This is an optimization exercise on Yosys and OpenROAD, whose aim is small area, a short achievable clock period and few clock cycles, not a production implementation. Where RTL was checked, it was by simulation tests only, not by an equivalence proof against the original.

==> flow/design.v (excerpt) <==
module s2_codec #(
    parameter [32:0] MEM_SIZE = 33'h0_0001_0000
) (
    input  wire        clk,
    input  wire        rst,
    input  wire        wr_en,
    input  wire [3:0]  wr_addr,
    input  wire [31:0] wr_data,
    input  wire [3:0]  rd_addr,
    output reg  [31:0] rd_data,
    output wire        busy,
    output reg         mem_req,
    output reg         mem_we,
    output wire [31:0] mem_addr,
    output reg  [7:0]  mem_wdata,
    input  wire [7:0]  mem_rdata
);
export LEC_CHECK = 0
export CAP_MARGIN = 20
export CORE_MARGIN = 2
export CORE_UTILIZATION = 40
export CTS_CLUSTER_DIAMETER = 60
export CTS_CLUSTER_SIZE = 25
export PLACE_DENSITY = 0.6
export SLEW_MARGIN = 20
create_clock -name core_clock -period 20.0 [get_ports {clk}]
standard.sh (not shown) runs the stock make flow with config.mk's settings and CLKGATE_MAP_FILE= SYNTH_SCRIPT=/design/flow/synth_recipe.tcl, a recipe that flattens the netlist after the stock synthesis.
==> flow/flow/run.sh <==
#!/bin/bash
# The standard layout (the standard.sh, unchanged synthesis and steps) with
# two knobs: repair_timing is asked for a larger setup margin, so that it also
# sizes the paths through the ports, and buffer_ports uses a small fast buffer.
# Make's full output goes to make.log.
set -euo pipefail
bash standard.sh SETUP_SLACK_MARGIN=10.8 "BUFFER_PORTS_ARGS=-buffer_cell sky130_fd_sc_hd__buf_2" finish > make.log 2>&1
The first run completed with no timing, DRC or antenna violations.
Rerun with:
--- a/flow/flow/run.sh
+++ b/flow/flow/run.sh
@@ -6,2 +6,2 @@
 set -euo pipefail
-bash standard.sh SETUP_SLACK_MARGIN=10.8 "BUFFER_PORTS_ARGS=-buffer_cell sky130_fd_sc_hd__buf_2" finish > make.log 2>&1
+bash standard.sh SETUP_SLACK_MARGIN=10.45 "BUFFER_PORTS_ARGS=-buffer_cell sky130_fd_sc_hd__buf_2" finish > make.log 2>&1
=> Clock-buffer cell count decreases by 4; die area does not change; fmax stays flat; worst setup slack is worse by 21 ps; via count decreases slightly; cell count decreases slightly; worst hold slack is better by 31 ps.
No functional check of the RTL was part of any run of this note.

* * *

Setup of blue:
s2_codec, a different RTL version from the one above (not shown whole).
For scale: about 2700 cells after synthesis, roughly 130 I/O pins, roughly 30000 sq um of cells after synthesis.
==> flow/config.mk <==
export PLATFORM = sky130hd
export DESIGN_NAME = s2_codec
export DESIGN_NICKNAME = s2_codec
export VERILOG_FILES = /design/flow/design.v
export SDC_FILE = /design/flow/constraint.sdc
export NUM_CORES = 4
export LEC_CHECK = 0
export CAP_MARGIN = 20
export CORE_MARGIN = 2
export CORE_UTILIZATION = 40
export CTS_BUF_LIST = sky130_fd_sc_hd__clkbuf_8
export PLACE_DENSITY = 0.6
export SLEW_MARGIN = 20
==> flow/constraint.sdc <==
create_clock -name core_clock -period 20.0 [get_ports {clk}]
set_input_delay 4.0000 -clock core_clock [delete_from_list [all_inputs] [get_ports {clk}]]
set_output_delay 4.0000 -clock core_clock [all_outputs]
set_load 0.01 [all_outputs]
==> flow/flow/run.sh <==
#!/bin/bash
# The standard layout (the standard.sh, unchanged synthesis and steps) with
# two knobs: repair_timing is asked for a larger setup margin, so that it also
# sizes the paths through the ports, and buffer_ports uses a small fast buffer.
# Make's full output goes to make.log.
set -euo pipefail
bash standard.sh SETUP_SLACK_MARGIN=10.7 "BUFFER_PORTS_ARGS=-buffer_cell sky130_fd_sc_hd__buf_2" finish > make.log 2>&1
blue went all the way through synthesis, placement and routing and the layout is clean on timing, DRC and antenna.
Testbench counts of blue, summed over its fixed seeds: cycles 939,518.
#### Input delta (green over blue)
Settings: a change of CTS_BUF_LIST from sky130_fd_sc_hd__clkbuf_8 to sky130_fd_sc_hd__clkbuf_4.
Findings:
- Diff blue -> green | ratio of cells with drive above 1 in the final layout | increase of 1.9 points
- Relative to blue, the antenna cell count of green is higher by 1.
- Clock-buffer cell count grows by more than 100% when moving from blue to green.
- In green, period utilization is lower than in blue.

* * *

Another version of the RTL of s2_codec (not shown whole).
For scale: about 2700 cells after synthesis, about 420 flip-flops, about 130 I/O pins, roughly 30000 sq um of cells after synthesis.
==> flow/design.v (excerpt) <==
module s2_codec #(
    parameter [32:0] MEM_SIZE = 33'h0_0001_0000
) (
    input  wire        clk,
    input  wire        rst,
    input  wire        wr_en,
    input  wire [3:0]  wr_addr,
    input  wire [31:0] wr_data,
    input  wire [3:0]  rd_addr,
    output reg  [31:0] rd_data,
    output wire        busy,
    output reg         mem_req,
    output reg         mem_we,
    output wire [31:0] mem_addr,
    output reg  [7:0]  mem_wdata,
    input  wire [7:0]  mem_rdata
);
    localparam [127:0] KEY_ADK = 128'hF42E82F6_F91B9BB4_F84B6730_BDC28CBD;
    localparam [127:0] KEY_DNG = 128'h6BDBE8CB_B8AA00A1_0A4FF0D9_CA4659C9;
    function [31:0] crc_inv(input [31:0] r, input [7:0] d);
        integer k;
        reg [31:0] c;
        begin
            c = ~r ^ {24'd0, d};
            for (k = 0; k < 8; k = k + 1)
                c = c[0] ? ((c >> 1) ^ 32'hEDB88320) : (c >> 1);
            crc_inv = ~c;
        end
    endfunction
    function [30:0] rotl(input [30:0] x, input integer k);
        rotl = (x << k) | (x >> (31 - k));
    endfunction
    function [61:0] csa(input [30:0] x, input [30:0] y, input [30:0] z);
        reg [30:0] s, c;
        begin
            s = x ^ y ^ z;
            c = (x & y) | (x & z) | (y & z);
            csa = {rotl(c, 1), s};
        end
    endfunction
    function [30:0] eac_add(input [30:0] x, input [30:0] y);
        integer l, i;
        reg [30:0] g, p, gg, pp, c;
        begin
            g = x & y;
            p = x ^ y;
            gg = g; pp = p;
            for (l = 0; l < 5; l = l + 1)
                for (i = 0; i < 31; i = i + 1)
                    if ((i >> l) & 1) begin
                        gg[i] = gg[i] | (pp[i] & gg[((i >> l) << l) - 1]);
                        pp[i] = pp[i] & pp[((i >> l) << l) - 1];
                    end
            c[0] = gg[30];
            for (i = 1; i < 31; i = i + 1)
                c[i] = gg[i-1] | (pp[i-1] & gg[30]);
  ...
==> flow/config.mk <==
export PLATFORM = sky130hd
export DESIGN_NAME = s2_codec
export DESIGN_NICKNAME = s2_codec
export VERILOG_FILES = /design/flow/design.v
export SDC_FILE = /design/flow/constraint.sdc
export NUM_CORES = 4
export LEC_CHECK = 0
export CAP_MARGIN = 20
export CORE_MARGIN = 2
export CORE_UTILIZATION = 60
export CTS_CLUSTER_DIAMETER = 60
export CTS_CLUSTER_SIZE = 25
export PLACE_DENSITY = 0.75
export SLEW_MARGIN = 20
==> flow/constraint.sdc <==
create_clock -name core_clock -period 20.0 [get_ports {clk}]
set_input_delay 4.0000 -clock core_clock [delete_from_list [all_inputs] [get_ports {clk}]]
set_output_delay 4.0000 -clock core_clock [all_outputs]
set_load 0.01 [all_outputs]
==> flow/flow/run.sh <==
#!/bin/bash
# The standard layout (the standard.sh, unchanged synthesis and steps) with
# two knobs: repair_timing is asked for a larger setup margin, so that it also
# sizes the paths through the ports, and buffer_ports uses a small fast buffer.
# Make's full output goes to make.log.
set -euo pipefail
bash standard.sh SETUP_SLACK_MARGIN=10.25 "BUFFER_PORTS_ARGS=-buffer_cell sky130_fd_sc_hd__buf_2" finish > make.log 2>&1
The baseline passed the timing, design-rule and antenna checks.
Testbench counts at the start, summed over its fixed seeds: cycles 942,352.
Rerun with:
--- a/flow/flow/run.sh
+++ b/flow/flow/run.sh
@@ -6,2 +6,2 @@
 set -euo pipefail
-bash standard.sh SETUP_SLACK_MARGIN=10.25 "BUFFER_PORTS_ARGS=-buffer_cell sky130_fd_sc_hd__buf_2" finish > make.log 2>&1
+bash standard.sh SETUP_SLACK_MARGIN=10.2 "BUFFER_PORTS_ARGS=-buffer_cell sky130_fd_sc_hd__buf_2" finish > make.log 2>&1
- CORE_UTILIZATION: 60 -> 40
- PLACE_DENSITY: 0.75 -> 0.6
=>
- clock skew is lower by 0.0045 ns
- setup slack loses 0.027 ns
- sequential cell count does not change

* * *

xenon:
Starting RTL as in the previous note.
==> flow/config.mk <==
export PLATFORM = sky130hd
export DESIGN_NAME = s2_codec
export DESIGN_NICKNAME = s2_codec
export VERILOG_FILES = /design/flow/design.v
export SDC_FILE = /design/flow/constraint.sdc
export NUM_CORES = 4
export LEC_CHECK = 0
export CAP_MARGIN = 20
export CORE_MARGIN = 2
export CORE_UTILIZATION = 40
export CTS_CLUSTER_DIAMETER = 60
export CTS_CLUSTER_SIZE = 25
export PLACE_DENSITY = 0.6
export SLEW_MARGIN = 20
==> flow/constraint.sdc <==
create_clock -name core_clock -period 20.0 [get_ports {clk}]
set_input_delay 4.0000 -clock core_clock [delete_from_list [all_inputs] [get_ports {clk}]]
set_output_delay 4.0000 -clock core_clock [all_outputs]
set_load 0.01 [all_outputs]
==> flow/flow/run.sh <==
#!/bin/bash
# The standard layout (the standard.sh, unchanged synthesis and steps),
# with buffer_ports using a small fast buffer. Make's full output goes to make.log.
set -euo pipefail
bash standard.sh "BUFFER_PORTS_ARGS=-buffer_cell sky130_fd_sc_hd__buf_2" finish > make.log 2>&1
Per the final summary, xenon finished and its layout is clean on timing, DRC and antenna.
Testbench counts of xenon, summed over its fixed seeds: cycles 942,352.
#### Input delta (yarrow over xenon)
Settings: PLACE_DENSITY now 0.75, was 0.6; CORE_UTILIZATION now 60, was 40.
==> flow/flow/run.sh <==
#!/bin/bash
# The standard layout (the standard.sh, unchanged synthesis and steps) with
# three knobs: repair_timing is asked for a larger setup margin, so that it also
# sizes the paths through the ports; buffer_ports uses a small fast buffer; and
# clock tree synthesis adds no dummy loads. Make's full output goes to make.log.
set -euo pipefail
bash standard.sh SETUP_SLACK_MARGIN=10.45 "BUFFER_PORTS_ARGS=-buffer_cell sky130_fd_sc_hd__buf_2" \
  "CTS_ARGS=-sink_clustering_enable -repair_clock_nets -sink_clustering_size 25 -sink_clustering_max_diameter 60 -dont_use_dummy_load" \
  finish > make.log 2>&1
## What came out
[yarrow] area of the core fell about 33% relative to xenon. Going from xenon to yarrow, arrival time at the worst endpoint went down, tightest hold margin went down, via count of the routed design went up, cell area went down. Compared with xenon, yarrow shows non-clock buffer share of cell area higher by 1.2 points.
Edits applied to the flow inputs when going from yarrow to cedar:
Settings: CORE_UTILIZATION now 72, was 60; PLACE_DENSITY now 0.85, was 0.75.
==> flow/flow/run.sh <==
#!/bin/bash
# The standard layout (the standard.sh, unchanged synthesis and steps) with
# two knobs: repair_timing is asked for a larger setup margin, so that it also
# sizes the paths through the ports, and buffer_ports uses a small fast buffer.
# Make's full output goes to make.log.
set -euo pipefail
bash standard.sh SETUP_SLACK_MARGIN=10.45 "BUFFER_PORTS_ARGS=-buffer_cell sky130_fd_sc_hd__buf_2" finish > make.log 2>&1
## What came out
- Taking yarrow as the reference, in cedar final HPWL from detailed placement now sits lower, routed wire length went down by 5200 um.
- Diff yarrow and cedar: longest individual stage delay on the worst path lower in cedar
Here is what was changed in the inputs of garnet compared with cedar.
Settings: CORE_UTILIZATION now 40, was 72; PLACE_DENSITY now 0.6, was 0.85.
[summary]
- The first-pass iteration count of the detailed router reported for garnet is smaller than that of cedar by 7.
- From cedar to garnet the numbers moved as follows: shortest period the worst path allows lost 0.026 ns; final standard cell utilization of the core dropped 34 points.
Input changes introduced in maple (baseline for comparison: garnet):
Settings: PLACE_DENSITY changed from 0.6 to 0.75; CORE_UTILIZATION changed from 40 to 60.
Findings:
- Launch point of the critical path: rd_addr[0] -> garnet, rd_addr[3] -> maple
- maple vs garnet, critical path depth went down by 2.
- Between garnet and maple, the flow reports core area decreasing by more than a quarter.
- Looking at number of well taps across garnet and maple, the one that comes out higher is garnet.
- Compared with garnet, maple shows a lower count of placed standard cells in the final layout, fillers left out.

* * *

Setup of before:
Starting RTL as in the previous note.
export LEC_CHECK = 0
export CAP_MARGIN = 20
export CORE_MARGIN = 2
export CORE_UTILIZATION = 40
export CTS_CLUSTER_DIAMETER = 60
export CTS_CLUSTER_SIZE = 25
export PLACE_DENSITY = 0.6
export SLEW_MARGIN = 20
create_clock -name core_clock -period 20.0 [get_ports {clk}]
==> flow/flow/run.sh <==
#!/bin/bash
# The standard layout (the standard.sh, unchanged synthesis and steps) with
# two knobs: repair_timing is asked for a larger setup margin, so that it also
# sizes the paths through the ports, and buffer_ports uses a small fast buffer.
# Make's full output goes to make.log.
set -euo pipefail
bash standard.sh SETUP_SLACK_MARGIN=10.7 "BUFFER_PORTS_ARGS=-buffer_cell sky130_fd_sc_hd__buf_2" finish > make.log 2>&1
Testbench counts of before, summed over its fixed seeds: cycles 942,352.
Edits applied to the flow inputs when going from before to after:
- CTS_BUF_LIST: unset -> sky130_fd_sc_hd__clkbuf_4
- CTS_CLUSTER_DIAMETER: 60 -> unset
- CTS_CLUSTER_SIZE: 25 -> unset
Results
after vs before — data arrival time of the critical path rose 0.07 ns. Cmp after vs before: final clock period utilization by the worst path higher in after. In terms of area of the die, after and before differ only marginally. Routed wire length per instance: after < before. Lower number of fillers in the final layout goes to before over after. Against before, after comes in 1 higher on critical path depth.

* * *

JK:
Another version of the RTL of s2_codec (not shown whole).
Size: roughly 2800 cells after synthesis, about 430 flip-flops, roughly 31000 um2 of cells after synthesis.
==> flow/design.v (excerpt) <==
module s2_codec #(
    parameter [32:0] MEM_SIZE = 33'h0_0001_0000
) (
    input  wire        clk,
    input  wire        rst,
    input  wire        wr_en,
    input  wire [3:0]  wr_addr,
    input  wire [31:0] wr_data,
    input  wire [3:0]  rd_addr,
    output reg  [31:0] rd_data,
    output wire        busy,
    output reg         mem_req,
    output reg         mem_we,
    output wire [31:0] mem_addr,
    output reg  [7:0]  mem_wdata,
    input  wire [7:0]  mem_rdata
);
==> flow/config.mk <==
export PLATFORM = sky130hd
export DESIGN_NAME = s2_codec
export DESIGN_NICKNAME = s2_codec
export VERILOG_FILES = /design/flow/design.v
export SDC_FILE = /design/flow/constraint.sdc
export NUM_CORES = 4
export LEC_CHECK = 0
export CAP_MARGIN = 20
export CORE_MARGIN = 2
export CORE_UTILIZATION = 40
export PLACE_DENSITY = 0.6
export SLEW_MARGIN = 20
==> flow/constraint.sdc <==
create_clock -name core_clock -period 20.0 [get_ports {clk}]
set_input_delay 4.0000 -clock core_clock [delete_from_list [all_inputs] [get_ports {clk}]]
set_output_delay 4.0000 -clock core_clock [all_outputs]
set_load 0.01 [all_outputs]
==> flow/flow/run.sh <==
#!/bin/bash
# The standard layout (the standard.sh, unchanged synthesis and steps), with
# repair_timing asked for a larger setup margin so that it also sizes the port
# buffers and the paths through them. Make's full output goes to make.log.
set -euo pipefail
bash standard.sh SETUP_SLACK_MARGIN=10.3 finish > make.log 2>&1
JK: no failed stages, no open violations at the end
Testbench counts of JK, summed over its fixed seeds: cycles 938,093.
--- input diff JK..MS ---
==> flow/run.sh (new file) <==
#!/bin/bash
# synth_recipe.tcl (not shown) runs the flow's synth.tcl, then flattens the netlist and writes it again
# the make line also repeats each setting of config.mk as NAME=value (left out here)
make -C /OpenROAD-flow-scripts/flow DESIGN_CONFIG=/design/flow/config.mk WORK_HOME=/design/flow/orfs CLKGATE_MAP_FILE= SYNTH_SCRIPT=/design/flow/synth_recipe.tcl finish
removed: flow/flow/run.sh
removed: flow/standard.sh
## What came out
- Delta (MS minus JK): instance count on the critical path picked up an extra 1, utilization lost 0.43 points, per-cell routed wire length lost about 0.8%, largest stage delay on the critical path picked up an extra 0.12 ns.
- In the reports for MS and JK, the smaller global-route wire length before repair belongs to MS.
- JK ended up with rd_data[13] as its end point of the critical path; MS ended up with rd_data[2].
- MS against JK: global-route usage went down, final critical-path required period rose 1.09 ns.
- Delta (MS minus JK): wire length after detailed routing went down by 1.2%.

==> port drivers added, routing unchanged <==
The flow's constraints put no driver on any port. The routed layouts listed below were extracted and timed again, unchanged, in two steps. Step 1: set_driving_cell puts a clkbuf_16 on clk and a buf_2 on each other input, an assumption about the parent block. Step 2 moves the port delays by t, midway between the first and last clock arrival at a register: inputs arrive t later, outputs are due t later. That takes back most of the time a late clock gives input paths. a / b / c = ideal / step 1 / step 2; a / b = the first two.
| run | shift t [ns] | setup slack, ns | worst hold slack (ns) | pins driven straight from the clock port |
|---|---|---|---|---|
| the first run of note 1 | 0.692 | 10.427 / 10.334 / 10.334 | 0.549 / 0.549 / 0.549 | 1 |
| the second run of note 1 | 0.684 | 10.406 / 10.291 / 10.291 | 0.579 / 0.579 / 0.579 | 1 |
| blue | 0.751 | 10.455 / 10.397 / 10.397 | 0.540 / 0.540 / 0.540 | 1 |
| green | 0.968 | 10.493 / 10.427 / 10.427 | 0.532 / 0.532 / 0.532 | 1 |
| the first run of note 3 | 0.645 | 10.256 / 10.221 / 10.221 | 0.592 / 0.592 / 0.592 | 1 |
| the second run of note 3 | 0.675 | 10.229 / 10.201 / 10.201 | 0.603 / 0.603 / 0.603 | 1 |
| xenon | 0.678 | 9.838 / 9.814 / 9.814 | 0.596 / 0.596 / 0.596 | 1 |
| yarrow | 0.625 | 10.422 / 10.370 / 10.370 | 0.590 / 0.590 / 0.590 | 1 |
| cedar | 0.655 | 10.423 / 10.368 / 10.368 | 0.564 / 0.564 / 0.564 | 1 |
| garnet | 0.677 | 10.449 / 10.399 / 10.399 | 0.562 / 0.562 / 0.562 | 1 |
| maple | 0.647 | 10.449 / 10.424 / 10.424 | 0.587 / 0.587 / 0.587 | 1 |
| before | 0.663 | 10.545 / 10.484 / 10.484 | 0.600 / 0.600 / 0.600 | 1 |
| after | 0.983 | 10.476 / 10.430 / 10.430 | 0.601 / 0.601 / 0.601 | 1 |
| JK | 0.665 | 10.318 / 10.187 / 10.187 | 0.540 / 0.540 / 0.540 | 1 |
| MS | 0.671 | 9.233 / 9.105 / 9.105 | 0.545 / 0.545 / 0.545 | 1 |
After both steps setup and hold are still met in every run listed. For JK, which loses most, drivers alone change the setup slack by -0.131 ns; drivers and shift together by -0.131 ns.
